This is an optimization exercise on Yosys and OpenROAD, whose aim is small area, a short achievable clock period and few clock cycles, not a production implementation. RTL that was checked went through simulation tests only; none was proved equivalent to the original. Power and IR drop assume default switching activity.

==> flow/design.v <==
module sdr_frame_tx (
    input  wire       clk,
    input  wire       rst,
    input  wire       in_valid,
    output wire       in_ready,
    input  wire [7:0] in_data,
    output wire       out_valid,
    input  wire       out_ready,
    output wire [7:0] out_data,
    output wire       done
);
    localparam [2:0]  T_NONE = 3'd0,    
                      T_TRAIN = 3'd1, T_START = 3'd2, T_DATA = 3'd3,
                      T_PARITY = 3'd4, T_END = 3'd5, T_DONE = 3'd6;
    function automatic [6:0] lfsr8(input [6:0] st);
        integer j;
        reg [6:0] r;
        begin
            r = st;
            for (j = 0; j < 8; j = j + 1)
                r = {r[0] ^ r[4], r[6:1]};
            lfsr8 = r;
        end
    endfunction
    function automatic [6:0] ham_enc(input [3:0] d);
        ham_enc = {d, d[3] ^ d[2] ^ d[0], d[3] ^ d[1] ^ d[0], d[2] ^ d[1] ^ d[0]};
    endfunction
    function automatic [31:0] crc_nib(input [31:0] r0, input [3:0] d);
        integer j;
        reg [31:0] r;
        begin
            r = r0 ^ {28'd0, d};
            for (j = 0; j < 4; j = j + 1)
                r = r[0] ? ((r >> 1) ^ 32'hEDB88320) : (r >> 1);
            crc_nib = r;
        end
    endfunction
    function automatic [7:0] eos_byte(input [3:0] j);
        case (j)
            4'd0, 4'd5: eos_byte = 8'h45;
            4'd1, 4'd6: eos_byte = 8'h4F;
            4'd2, 4'd7: eos_byte = 8'h53;
            4'd3, 4'd8: eos_byte = 8'h00;
            default:    eos_byte = 8'hFF;
        endcase
    endfunction
    reg  [95:0] br_q;      
    reg  [95:0] ar_q;      
    reg  [4:0]  ph_q;      
    reg  [31:0] crc_q;
    reg  [6:0]  ks_q;      
    reg  [5:0]  cur_q;     
    reg  [7:0]  od_q;      
    reg         ov_q;
    reg  [7:0]  sk_q;      
    reg         skv_q;
    reg  [2:0]  ft_q;      
    reg  [2:0]  slot_q;    
    reg  [7:0]  gid_q;
    reg         eosm_q;    
    reg  [3:0]  fill_q;    
    reg         full_q;    
    reg         rdy_q;     
    reg         done_q;
    assign out_valid = ov_q;
    assign out_data  = od_q;
    assign in_ready  = rdy_q;
    assign done      = done_q;
    wire is_d = (ft_q == T_DATA);
    wire is_p = (ft_q == T_PARITY);
    wire pay  = (cur_q >= 6'd23) && (cur_q <= 6'd42);
    wire [5:0] pidx = cur_q - 6'd23;
    wire aligned = (ph_q == pidx[4:0]);
    wire ld   = (ft_q != T_DONE) && !(ft_q == T_NONE && cur_q == 6'd20) && !skv_q &&
                (!pay || aligned);
    wire take = in_valid && rdy_q;
    wire main_free = !ov_q || out_ready;
    wire [3:0] onib = (is_d ? br_q[95:92] : 4'd0) | (is_p ? ar_q[95:92] : 4'd0);
    wire [3:0] cnib = ph_q[0] ? ((is_d ? br_q[3:0] : 4'd0) | (is_p ? ar_q[3:0] : 4'd0))
                              : ((is_d ? br_q[91:88] : 4'd0) | (is_p ? ar_q[91:88] : 4'd0));
    wire [31:0] crc_f = ~crc_q;
    wire [7:0]  key   = {ks_q[0], ks_q[1], ks_q[2], ks_q[3], ks_q[4], ks_q[5], ks_q[6],
                         ks_q[0] ^ ks_q[4]};
    wire        scr   = (cur_q >= 6'd20) && (cur_q <= 6'd46);
    reg [7:0] vb;
    always @* begin
        vb = 8'h00;
        if (pay)
            vb = {1'b0, ham_enc(onib)};
        else case (cur_q)
            6'd20: vb = {5'd0, ft_q};
            6'd21: vb = (is_d || is_p) ? gid_q : 8'h00;
            6'd22: vb = {5'd0, is_p, 1'b0, 1'b0} | (is_d ? {5'd0, slot_q} : 8'h00);
            6'd43: vb = crc_f[31:24];
            6'd44: vb = crc_f[23:16];
            6'd45: vb = crc_f[15:8];
            6'd46: vb = crc_f[7:0];
            default: vb = 8'h00;
        endcase
    end
    reg [7:0] fb;
    always @* begin
        if (scr)
            fb = key ^ vb;
        else if (cur_q == 6'd47)
            fb = 8'h00;
        else if (cur_q[5:2] == 4'd4)
            fb = (cur_q[1:0] == 2'd0) ? 8'h1A : (cur_q[1:0] == 2'd1) ? 8'hCF :
                 (cur_q[1:0] == 2'd2) ? 8'hFC : 8'h1D;
        else
            fb = 8'hAA;
    end
    wire upd       = ld && pay && is_d;             
    wire frame_end = ld && (cur_q == 6'd47);
    wire [3:0] ahead = (slot_q != 3'd0) ? ar_q[95:92] : 4'd0;
    always @(posedge clk) begin
        br_q <= {take ? in_data[3:0] : br_q[91:88], br_q[87:0],
                 take ? in_data[7:4] : br_q[95:92]};
        ar_q <= {ar_q[91:0], upd ? ahead ^ br_q[95:92] : ar_q[95:92]};
        if (ld && !(cur_q >= 6'd43 && cur_q <= 6'd46))
            crc_q <= pay ? crc_nib(crc_q, cnib) : 32'hFFFFFFFF;
        if (ld)
            ks_q <= scr ? lfsr8(ks_q) : 7'h7F;
        if (main_free)
            od_q <= skv_q ? sk_q : fb;
        if (ld && !main_free)
            sk_q <= fb;
    end
    wire [4:0] ph_n   = (ph_q == 5'd23) ? 5'd0 : ph_q + 5'd1;
    wire [3:0] fill_n = take ? ((fill_q == 4'd9) ? 4'd0 : fill_q + 4'd1) : fill_q;
    wire       full_n = take ? (fill_q == 4'd9) : (full_q && !(upd && cur_q == 6'd42));
    always @(posedge clk) begin
        if (rst) begin
            ph_q   <= 5'd1;      
            cur_q  <= 6'd0;
            ov_q   <= 1'b0;
            ft_q   <= T_TRAIN;
            slot_q <= 3'd0;
            gid_q  <= 8'd1;
            fill_q <= 4'd0;
            full_q <= 1'b0;
            rdy_q  <= 1'b0;
            skv_q  <= 1'b0;
            done_q <= 1'b0;
        end else begin
            ph_q   <= ph_n;
            fill_q <= fill_n;
            full_q <= full_n;
            rdy_q  <= !full_n && (ph_n == {fill_n, 1'b0});
            done_q <= (ft_q == T_DONE) && !ov_q && !skv_q;
            if (main_free)
                ov_q <= skv_q || ld;
            if (skv_q)
                skv_q <= !main_free;
            else
                skv_q <= ld && !main_free;
            if (ld)
                cur_q <= (cur_q == 6'd47) ? 6'd0 : cur_q + 6'd1;
            if (ft_q == T_NONE && full_q) begin
                if (eosm_q)
                    ft_q  <= (slot_q != 3'd0) ? T_PARITY : T_END;
                else
                    ft_q  <= T_DATA;
            end
            if (frame_end) begin
                case (ft_q)
                    T_TRAIN: begin
                        slot_q <= (slot_q == 3'd3) ? 3'd0 : slot_q + 3'd1;
                        if (slot_q == 3'd3) ft_q <= T_START;
                    end
                    T_START: begin
                        slot_q <= (slot_q == 3'd2) ? 3'd0 : slot_q + 3'd1;
                        if (slot_q == 3'd2) ft_q <= T_NONE;
                    end
                    T_DATA: begin
                        slot_q <= slot_q + 3'd1;
                        ft_q   <= (slot_q == 3'd3) ? T_PARITY : T_NONE;
                    end
                    T_PARITY: begin
                        slot_q <= 3'd0;
                        gid_q  <= (gid_q == 8'd255) ? 8'd1 : gid_q + 8'd1;
                        ft_q   <= T_NONE;    
                    end
                    default: begin
                        slot_q <= slot_q + 3'd1;
                        if (slot_q == 3'd2) ft_q <= T_DONE;
                    end
                endcase
            end
        end
    end
    always @(posedge clk)
        if (take)
            eosm_q <= (fill_q == 4'd0 || eosm_q) && (in_data == eos_byte(fill_q));
endmodule
clock: 15.0 ns
lec_check: 0
cap_margin: 20
core_margin: 2
core_utilization: 40
slew_margin: 20
standard.sh (not shown) runs the stock make flow with config.mk's settings and CLKGATE_MAP_FILE= SYNTH_SCRIPT=/design/flow/synth_recipe.tcl, a recipe that flattens the netlist after the stock synthesis.
==> flow/flow/run.sh <==
#!/bin/bash
# Standard layout, with timing repair aimed well below the 15 ns clock period
# (the constraints are unchanged; only repair_timing's setup margin grows).
set -euo pipefail
cd "$(dirname "$0")/.."
export SETUP_SLACK_MARGIN=11
bash standard.sh > standard_make.log 2>&1
The baseline completed without violations.
Edit:
--- a/flow/design.v
+++ b/flow/design.v
@@ -52,14 +52,16 @@
     reg  [5:0]  cur_q;     
     reg  [7:0]  od_q;      
     reg         ov_q;
     reg  [7:0]  sk_q;      
     reg         skv_q;
     reg  [2:0]  ft_q;      
-    reg  [2:0]  slot_q;    
+    reg  [1:0]  rep_q;
+    reg  [2:0]  slot_q;
     reg  [7:0]  gid_q;
+    reg         eos_q;     
     reg         eosm_q;    
     reg  [3:0]  fill_q;    
     reg         full_q;    
     reg         rdy_q;     
     reg         done_q;
     assign out_valid = ov_q;
@@ -118,28 +120,32 @@
                  take ? in_data[7:4] : br_q[95:92]};
         ar_q <= {ar_q[91:0], upd ? ahead ^ br_q[95:92] : ar_q[95:92]};
         if (ld && !(cur_q >= 6'd43 && cur_q <= 6'd46))
             crc_q <= pay ? crc_nib(crc_q, cnib) : 32'hFFFFFFFF;
         if (ld)
             ks_q <= scr ? lfsr8(ks_q) : 7'h7F;
-        if (main_free)
+        if (rst)
+            od_q <= 8'hAA;
+        else if (main_free)
             od_q <= skv_q ? sk_q : fb;
         if (ld && !main_free)
             sk_q <= fb;
     end
     wire [4:0] ph_n   = (ph_q == 5'd23) ? 5'd0 : ph_q + 5'd1;
     wire [3:0] fill_n = take ? ((fill_q == 4'd9) ? 4'd0 : fill_q + 4'd1) : fill_q;
     wire       full_n = take ? (fill_q == 4'd9) : (full_q && !(upd && cur_q == 6'd42));
     always @(posedge clk) begin
         if (rst) begin
-            ph_q   <= 5'd1;      
-            cur_q  <= 6'd0;
-            ov_q   <= 1'b0;
+            ph_q   <= 5'd2;      
+            cur_q  <= 6'd1;
+            ov_q   <= 1'b1;
             ft_q   <= T_TRAIN;
+            rep_q  <= 2'd0;
             slot_q <= 3'd0;
             gid_q  <= 8'd1;
+            eos_q  <= 1'b0;
             fill_q <= 4'd0;
             full_q <= 1'b0;
             rdy_q  <= 1'b0;
             skv_q  <= 1'b0;
             done_q <= 1'b0;
         end else begin
@@ -154,39 +160,40 @@
                 skv_q <= !main_free;
             else
                 skv_q <= ld && !main_free;
             if (ld)
                 cur_q <= (cur_q == 6'd47) ? 6'd0 : cur_q + 6'd1;
             if (ft_q == T_NONE && full_q) begin
-                if (eosm_q)
+                if (eosm_q) begin
+                    eos_q <= 1'b1;
                     ft_q  <= (slot_q != 3'd0) ? T_PARITY : T_END;
-                else
+                end else
                     ft_q  <= T_DATA;
             end
             if (frame_end) begin
                 case (ft_q)
                     T_TRAIN: begin
-                        slot_q <= (slot_q == 3'd3) ? 3'd0 : slot_q + 3'd1;
-                        if (slot_q == 3'd3) ft_q <= T_START;
+                        rep_q <= rep_q + 2'd1;
+                        if (rep_q == 2'd3) ft_q <= T_START;
                     end
                     T_START: begin
-                        slot_q <= (slot_q == 3'd2) ? 3'd0 : slot_q + 3'd1;
-                        if (slot_q == 3'd2) ft_q <= T_NONE;
+                        rep_q <= (rep_q == 2'd2) ? 2'd0 : rep_q + 2'd1;
+                        if (rep_q == 2'd2) ft_q <= T_NONE;
                     end
                     T_DATA: begin
                         slot_q <= slot_q + 3'd1;
                         ft_q   <= (slot_q == 3'd3) ? T_PARITY : T_NONE;
                     end
                     T_PARITY: begin
                         slot_q <= 3'd0;
                         gid_q  <= (gid_q == 8'd255) ? 8'd1 : gid_q + 8'd1;
-                        ft_q   <= T_NONE;    
+                        ft_q   <= eos_q ? T_END : T_NONE;
                     end
                     default: begin
-                        slot_q <= slot_q + 3'd1;
-                        if (slot_q == 3'd2) ft_q <= T_DONE;
+                        rep_q <= rep_q + 2'd1;
+                        if (rep_q == 2'd2) ft_q <= T_DONE;
                     end
                 endcase
             end
         end
     end
     always @(posedge clk)
Clock power stays flat. Via count came out higher by 6.3%. Final area came out higher by 1.1%. Maximum frequency came out higher by 0.88%. Die area came out higher by 1.2%. Wire length came out higher by 7.1%. Synthesized cell count came out higher by 4.7%. Clock-buffer cell count came out lower by 6. Total power came out lower by 1.8%. Setup slack improves by 0.035 ns. Non-clock buffer count came out higher by 1.
Function was not checked in any run of this note: the RTL went through the layout flow alone.

Starts from the design.v that is shown in full above.
export LEC_CHECK = 0
export CAP_MARGIN = 20
export CORE_MARGIN = 2
export CORE_UTILIZATION = 40
export CTS_CLUSTER_DIAMETER = 60
export CTS_CLUSTER_SIZE = 20
export SLEW_MARGIN = 20
create_clock -name core_clock -period 15.0 [get_ports {clk}]
Scripts as last shown in full above: flow/flow/run.sh
==> next run, changes <==
--- a/flow/design.v
+++ b/flow/design.v
@@ -69,10 +69,11 @@
     wire is_d = (ft_q == T_DATA);
     wire is_p = (ft_q == T_PARITY);
     wire pay  = (cur_q >= 6'd23) && (cur_q <= 6'd42);
+    wire ring = (cur_q >= 6'd23) && (cur_q <= 6'd46);    
     wire [5:0] pidx = cur_q - 6'd23;
     wire aligned = (ph_q == pidx[4:0]);
     wire ld   = (ft_q != T_DONE) && !(ft_q == T_NONE && cur_q == 6'd20) && !skv_q &&
-                (!pay || aligned);
+                (!ring || aligned);
     wire take = in_valid && rdy_q;
     wire main_free = !ov_q || out_ready;
     wire [3:0] onib = (is_d ? br_q[95:92] : 4'd0) | (is_p ? ar_q[95:92] : 4'd0);
@@ -91,10 +92,7 @@
             6'd20: vb = {5'd0, ft_q};
             6'd21: vb = (is_d || is_p) ? gid_q : 8'h00;
             6'd22: vb = {5'd0, is_p, 1'b0, 1'b0} | (is_d ? {5'd0, slot_q} : 8'h00);
-            6'd43: vb = crc_f[31:24];
-            6'd44: vb = crc_f[23:16];
-            6'd45: vb = crc_f[15:8];
-            6'd46: vb = crc_f[7:0];
+            6'd43, 6'd44, 6'd45, 6'd46: vb = crc_f[31:24];
             default: vb = 8'h00;
         endcase
     end
@@ -117,8 +115,7 @@
         br_q <= {take ? in_data[3:0] : br_q[91:88], br_q[87:0],
                  take ? in_data[7:4] : br_q[95:92]};
         ar_q <= {ar_q[91:0], upd ? ahead ^ br_q[95:92] : ar_q[95:92]};
-        if (ld && !(cur_q >= 6'd43 && cur_q <= 6'd46))
-            crc_q <= pay ? crc_nib(crc_q, cnib) : 32'hFFFFFFFF;
+        crc_q <= (ph_q < 5'd20) ? crc_nib(crc_q, cnib) : {crc_q[23:0], 8'hFF};
         if (ld)
             ks_q <= scr ? lfsr8(ks_q) : 7'h7F;
         if (main_free)
@@ -128,7 +125,7 @@
     end
     wire [4:0] ph_n   = (ph_q == 5'd23) ? 5'd0 : ph_q + 5'd1;
     wire [3:0] fill_n = take ? ((fill_q == 4'd9) ? 4'd0 : fill_q + 4'd1) : fill_q;
-    wire       full_n = take ? (fill_q == 4'd9) : (full_q && !(upd && cur_q == 6'd42));
+    wire       full_n = take ? (fill_q == 4'd9) : (full_q && !(ld && is_d && cur_q == 6'd46));
     always @(posedge clk) begin
         if (rst) begin
             ph_q   <= 5'd1;      
Result: Design area shrinks by about 6%; routed wire length shrinks by 14%; synthesized area shrinks by 5.7%; final cell count shrinks by 4.4%; via count shrinks by 8.0%; non-clock buffer count shrinks by 2.
Testbench counts after the change, summed over its fixed seeds: cycles 32,648.
The RTL of the first run of this note was laid out without a check of its function.

job 7979:
sdr_frame_tx with an RTL version that a note above also has.
For scale: ~290 flip-flops, about 0.0096 mm^2 of cells after synthesis.
Settings: LEC_CHECK=0, CAP_MARGIN=20, CORE_MARGIN=2, CORE_UTILIZATION=40, CTS_CLUSTER_DIAMETER=70, CTS_CLUSTER_SIZE=28, SLEW_MARGIN=20; clock period 15.0 ns.
Scripts as last shown in full above: flow/flow/run.sh
Testbench counts of job 7979, summed over its fixed seeds: cycles 32,648.
Edits applied to the flow inputs when going from job 7979 to job 8967:
diff --git a/flow/design.v b/flow/design.v
--- a/flow/design.v
+++ b/flow/design.v
@@ -46,42 +46,41 @@
     endfunction
     reg  [95:0] br_q;      
     reg  [95:0] ar_q;      
     reg  [4:0]  ph_q;      
     reg  [31:0] crc_q;
     reg  [6:0]  ks_q;      
     reg  [5:0]  cur_q;     
     reg  [7:0]  od_q;      
     reg         ov_q;
-    reg  [7:0]  sk_q;      
-    reg         skv_q;
     reg  [2:0]  ft_q;      
     reg  [2:0]  slot_q;    
     reg  [7:0]  gid_q;
     reg         eosm_q;    
     reg  [3:0]  fill_q;    
     reg         full_q;    
     reg         rdy_q;     
     reg         done_q;
     assign out_valid = ov_q;
     assign out_data  = od_q;
     assign in_ready  = rdy_q;
     assign done      = done_q;
     wire is_d = (ft_q == T_DATA);
     wire is_p = (ft_q == T_PARITY);
     wire pay  = (cur_q >= 6'd23) && (cur_q <= 6'd42);
     wire ring = (cur_q >= 6'd23) && (cur_q <= 6'd46);    
     wire [5:0] pidx = cur_q - 6'd23;
     wire aligned = (ph_q == pidx[4:0]);
-    wire ld   = (ft_q != T_DONE) && !(ft_q == T_NONE && cur_q == 6'd20) && !skv_q &&
+    wire can  = (ft_q != T_DONE) && !(ft_q == T_NONE && cur_q == 6'd20) &&
                 (!ring || aligned);
+    wire main_free = !ov_q || out_ready;
+    wire ld   = can && main_free;
     wire take = in_valid && rdy_q;
-    wire main_free = !ov_q || out_ready;
     wire [3:0] onib = (is_d ? br_q[95:92] : 4'd0) | (is_p ? ar_q[95:92] : 4'd0);
     wire [3:0] cnib = ph_q[0] ? ((is_d ? br_q[3:0] : 4'd0) | (is_p ? ar_q[3:0] : 4'd0))
                               : ((is_d ? br_q[91:88] : 4'd0) | (is_p ? ar_q[91:88] : 4'd0));
     wire [31:0] crc_f = ~crc_q;
     wire [7:0]  key   = {ks_q[0], ks_q[1], ks_q[2], ks_q[3], ks_q[4], ks_q[5], ks_q[6],
                          ks_q[0] ^ ks_q[4]};
     wire        scr   = (cur_q >= 6'd20) && (cur_q <= 6'd46);
     reg [7:0] vb;
     always @* begin
@@ -112,51 +111,44 @@
     wire frame_end = ld && (cur_q == 6'd47);
     wire [3:0] ahead = (slot_q != 3'd0) ? ar_q[95:92] : 4'd0;
     always @(posedge clk) begin
         br_q <= {take ? in_data[3:0] : br_q[91:88], br_q[87:0],
                  take ? in_data[7:4] : br_q[95:92]};
         ar_q <= {ar_q[91:0], upd ? ahead ^ br_q[95:92] : ar_q[95:92]};
         crc_q <= (ph_q < 5'd20) ? crc_nib(crc_q, cnib) : {crc_q[23:0], 8'hFF};
         if (ld)
             ks_q <= scr ? lfsr8(ks_q) : 7'h7F;
-        if (main_free)
-            od_q <= skv_q ? sk_q : fb;
-        if (ld && !main_free)
-            sk_q <= fb;
+        if (ld)
+            od_q <= fb;
     end
     wire [4:0] ph_n   = (ph_q == 5'd23) ? 5'd0 : ph_q + 5'd1;
     wire [3:0] fill_n = take ? ((fill_q == 4'd9) ? 4'd0 : fill_q + 4'd1) : fill_q;
     wire       full_n = take ? (fill_q == 4'd9) : (full_q && !(ld && is_d && cur_q == 6'd46));
     always @(posedge clk) begin
         if (rst) begin
             ph_q   <= 5'd1;      
             cur_q  <= 6'd0;
             ov_q   <= 1'b0;
             ft_q   <= T_TRAIN;
             slot_q <= 3'd0;
             gid_q  <= 8'd1;
             fill_q <= 4'd0;
             full_q <= 1'b0;
             rdy_q  <= 1'b0;
-            skv_q  <= 1'b0;
             done_q <= 1'b0;
         end else begin
             ph_q   <= ph_n;
             fill_q <= fill_n;
             full_q <= full_n;
             rdy_q  <= !full_n && (ph_n == {fill_n, 1'b0});
-            done_q <= (ft_q == T_DONE) && !ov_q && !skv_q;
+            done_q <= (ft_q == T_DONE) && !ov_q;
             if (main_free)
-                ov_q <= skv_q || ld;
-            if (skv_q)
-                skv_q <= !main_free;
-            else
-                skv_q <= ld && !main_free;
+                ov_q <= ld;
             if (ld)
                 cur_q <= (cur_q == 6'd47) ? 6'd0 : cur_q + 6'd1;
             if (ft_q == T_NONE && full_q) begin
                 if (eosm_q)
                     ft_q  <= (slot_q != 3'd0) ? T_PARITY : T_END;
                 else
                     ft_q  <= T_DATA;
             end
             if (frame_end) begin
Notes after the runs:
Job 8967 ends up with a sequential share of layout area that is 1.6 points lower than in job 7979.
For worst clock skew, job 7979 and job 8967 come out practically identical.
Routed metal-1 wire length (job 7979 / job 8967): 1.06
Job 7979 vs job 8967, origin of the worst setup path: od_q[6] vs in_valid
Max fraction of the mapped netlist area in compound gates across job 7979 and job 8967: job 8967
In the metrics for job 7979 and job 8967, the one carrying the lower number of flip-flops and latches is job 8967.
Against job 7979, job 8967 reports a fraction of area in multi-input gates that is higher.
Against job 7979 as the reference, job 8967 delivers a lower clock network fraction of design power.
Share of the cycle needed by the critical path after routing (job 8967 over job 7979): increase, 0.31 points
Taking job 7979 as the reference, in job 8967 via count of the first global-routing pass lost 149; distinct cell type count after synthesis picked up an extra 5; total global routing track utilization neither gained nor lost much; worst setup slack lost 47 ps; standard cell area after detailed placement lost about 1.6%.
Only the layout flow was run in job 8967; the RTL was not checked for function there.

## port drivers added, routing unchanged
The flow's constraints put no driver on any port. The routed layouts listed below were extracted and timed again, unchanged, in two steps.
Step 1 assumes that a clkbuf_16 drives the clock port and a buf_2 every other input.
Step 2 also shifts input and output timing later by t, the mid clock arrival at the registers, as if the neighbouring blocks saw the same clock.
Slacks: ideal ports / drivers / drivers and shift; pairs: ideal ports / drivers.
| run | shift t [ns] | setup WS [ns] | worst setup path at the end | slew at the worst register clock pin (ns) |
|---|---|---|---|---|
| the first run of note 1 | 0.589 | 10.955 / 10.906 / 10.489 | input to register | 0.07 / 0.07 |
| the second run of note 1 | 0.578 | 10.990 / 10.946 / 10.462 | input to register | 0.07 / 0.07 |
| the first run of note 2 | 0.562 | 10.966 / 10.918 / 10.507 | input to register | 0.08 / 0.08 |
| the second run of note 2 | 0.550 | 10.980 / 10.936 / 10.529 | input to register | 0.08 / 0.08 |
| job 7979 | 0.544 | 10.997 / 10.951 / 10.546 | input to register | 0.10 / 0.10 |
| job 8967 | 0.534 | 10.950 / 10.950 / 10.437 | input to register | 0.11 / 0.11 |
After both steps setup and hold are still met in every run listed. For the second run of note 1, which loses most, drivers alone change the setup slack by -0.044 ns; drivers and shift together by -0.528 ns.
